This design comes from an exercise in tuning for small area, a short achievable clock period and few clock cycles per item on the open sky130 flow, not from production work.
In this exercise RTL edits were held to simulation tests only and were not proved equivalent to the original.

Setup of oak:
Design fsk_goertzel_demod, start of the top module:
module fsk_goertzel_demod (
    input  wire        clk,
    input  wire        rst,
    input  wire        in_valid,
    output wire        in_ready,
    input  wire [1:0]  in_cmd,
    input  wire [15:0] in_data,
    input  wire [15:0] cfg_spb,
    input  wire [15:0] cfg_coeff0,
    input  wire [15:0] cfg_coeff1,
    output reg         out_valid,
    output reg  [7:0]  out_byte
);
Settings: LEC_CHECK=0, CAP_MARGIN=20, CORE_MARGIN=2, CORE_UTILIZATION=40, CTS_CLUSTER_SIZE=25, SLEW_MARGIN=20; clock period 20.0 ns.
standard.sh (not shown) runs the stock make flow with config.mk's settings and CLKGATE_MAP_FILE= SYNTH_SCRIPT=/design/flow/synth_recipe.tcl, a recipe that flattens the netlist after the stock synthesis.
==> flow/flow/run.sh <==
#!/bin/bash
# Own layout flow: the standard ORFS flow, with the port buffers chosen as
# buf_2 cells and timing repair aiming at a setup slack well above the 20 ns
# clock's (the clock period and all constraints are unchanged).
set -euo pipefail
export BUFFER_PORTS_ARGS="-buffer_cell sky130_fd_sc_hd__buf_2"
export SETUP_SLACK_MARGIN=15.1
bash standard.sh synth > synth.log 2>&1
bash standard.sh > layout.log 2>&1
Every stage of the flow completed for oak, and the final layout passed the timing, DRC and antenna checks.
Testbench counts of oak, summed over its fixed seeds: cycles 269,736, items 384.
Relative to oak, the following input files were edited for pine:
# oak
export LEC_CHECK = 0
export CAP_MARGIN = 20
export CORE_MARGIN = 2
export CORE_UTILIZATION = 40
export CTS_CLUSTER_SIZE = 25
export SLEW_MARGIN = 20
create_clock -name core_clock -period 20.0 [get_ports {clk}]
# pine
export LEC_CHECK = 0
export CAP_MARGIN = 20
export CORE_MARGIN = 2
export CORE_UTILIZATION = 40
export SLEW_MARGIN = 20
create_clock -name core_clock -period 20.0 [get_ports {clk}]
diff --git a/flow/flow/run.sh b/flow/flow/run.sh
--- a/flow/flow/run.sh
+++ b/flow/flow/run.sh
@@ -5,5 +5,5 @@
 set -euo pipefail
 export BUFFER_PORTS_ARGS="-buffer_cell sky130_fd_sc_hd__buf_2"
-export SETUP_SLACK_MARGIN=15.1
+export SETUP_SLACK_MARGIN=14.9
 bash standard.sh synth > synth.log 2>&1
 bash standard.sh > layout.log 2>&1
Results
pine: global-route usage is 0.24 points lower than what oak reported.
The count of clock buffers in the final design of pine is lower than that of oak.
Compared oak against pine; non-filler instance count after layout within noise.
oak and pine ended up with roughly the same number of cells in the design after placement.
Wire length on met1 came out lower on pine than on oak.

== run A ==
Another version of the RTL of fsk_goertzel_demod (not shown whole).
Size in the first run: about 2900 cells after synthesis, roughly 470 flip-flops.
export LEC_CHECK = 0
export CAP_MARGIN = 20
export CORE_MARGIN = 2
export CORE_UTILIZATION = 40
export SLEW_MARGIN = 20
create_clock -name core_clock -period 20.0 [get_ports {clk}]
==> flow/flow/run.sh <==
#!/bin/bash
# Own layout flow: the standard ORFS flow (standard.sh, with its standard
# synthesis unchanged), with two changes in how the layout is made:
#  - the port buffers that buffer_ports inserts are buf_2 cells;
#  - timing repair (after CTS and after global routing) aims at a setup slack
#    of 14.9 ns on the unchanged 20 ns clock, so it sizes the critical paths.
# The clock period, the SDC and all other constraints are the standard flow's.
# Each step's full output: synth.log and layout.log here, and the per-tool logs
# that ORFS writes under orfs/logs/.
set -euo pipefail
export BUFFER_PORTS_ARGS="-buffer_cell sky130_fd_sc_hd__buf_2"
export SETUP_SLACK_MARGIN=14.9
bash standard.sh synth > synth.log 2>&1
bash standard.sh > layout.log 2>&1
Testbench counts of run A, summed over its fixed seeds: cycles 269,736, items 384.
What run B does differently from run A at the input level:
Settings: an added CTS_BUF_LIST of sky130_fd_sc_hd__clkbuf_8.
Run A has a lower signal arrival time at the worst endpoint than run B. Per the comparison of run B with run A, overall track demand over capacity in global routing went up, die area held, compound-gate portion of the synthesized area held, layout buffering overhead excluding clock cells ~0 delta.
Modified inputs, run C compared to run B
Settings: CTS_BUF_LIST changed from sky130_fd_sc_hd__clkbuf_8 to sky130_fd_sc_hd__clkbuf_4 sky130_fd_sc_hd__clkbuf_16.
Findings:
Biggest fanout along the worst timing path: run B vs run C — no meaningful difference
STATUS shortest clock period the worst path allows after layout: run C wins against run B
Run B → run C: total inserted antenna cells shows a reduction of 3, clock transition at the register clock pins on the worst setup and hold paths after CTS shows no meaningful change.
Proportion of layout cells with a drive suffix above 1 ended up 0.88 points lower on run C than on run B.

[static timing again, ports no longer ideal]
No port has a modelled driver above. Below, the same layouts with a new extraction and two added sets of constraints. Step 1: set_driving_cell puts a clkbuf_16 on clk and a buf_2 on each other input, an assumption about the parent block. Step 2 moves the port delays by t, midway between the first and last clock arrival at a register: inputs arrive t later, outputs are due t later. That takes back most of the time a late clock gives input paths. Three values: no drivers, after step 1, after step 2; two values: the first two.
| run | t (ns) | slack for setup (ns) | worst register clock-pin slew, ns |
|---|---|---|---|
| oak | 0.647 | 14.948 / 14.890 / 14.980 | 0.07 / 0.07 |
| pine | 0.643 | 14.957 / 14.902 / 15.002 | 0.06 / 0.06 |
| run A | 0.647 | 14.964 / 14.903 / 14.980 | 0.07 / 0.07 |
| run B | 0.717 | 14.898 / 14.840 / 14.978 | 0.07 / 0.07 |
| run C | 0.646 | 14.965 / 14.905 / 14.976 | 0.07 / 0.07 |
After both steps every run listed still meets setup and hold.
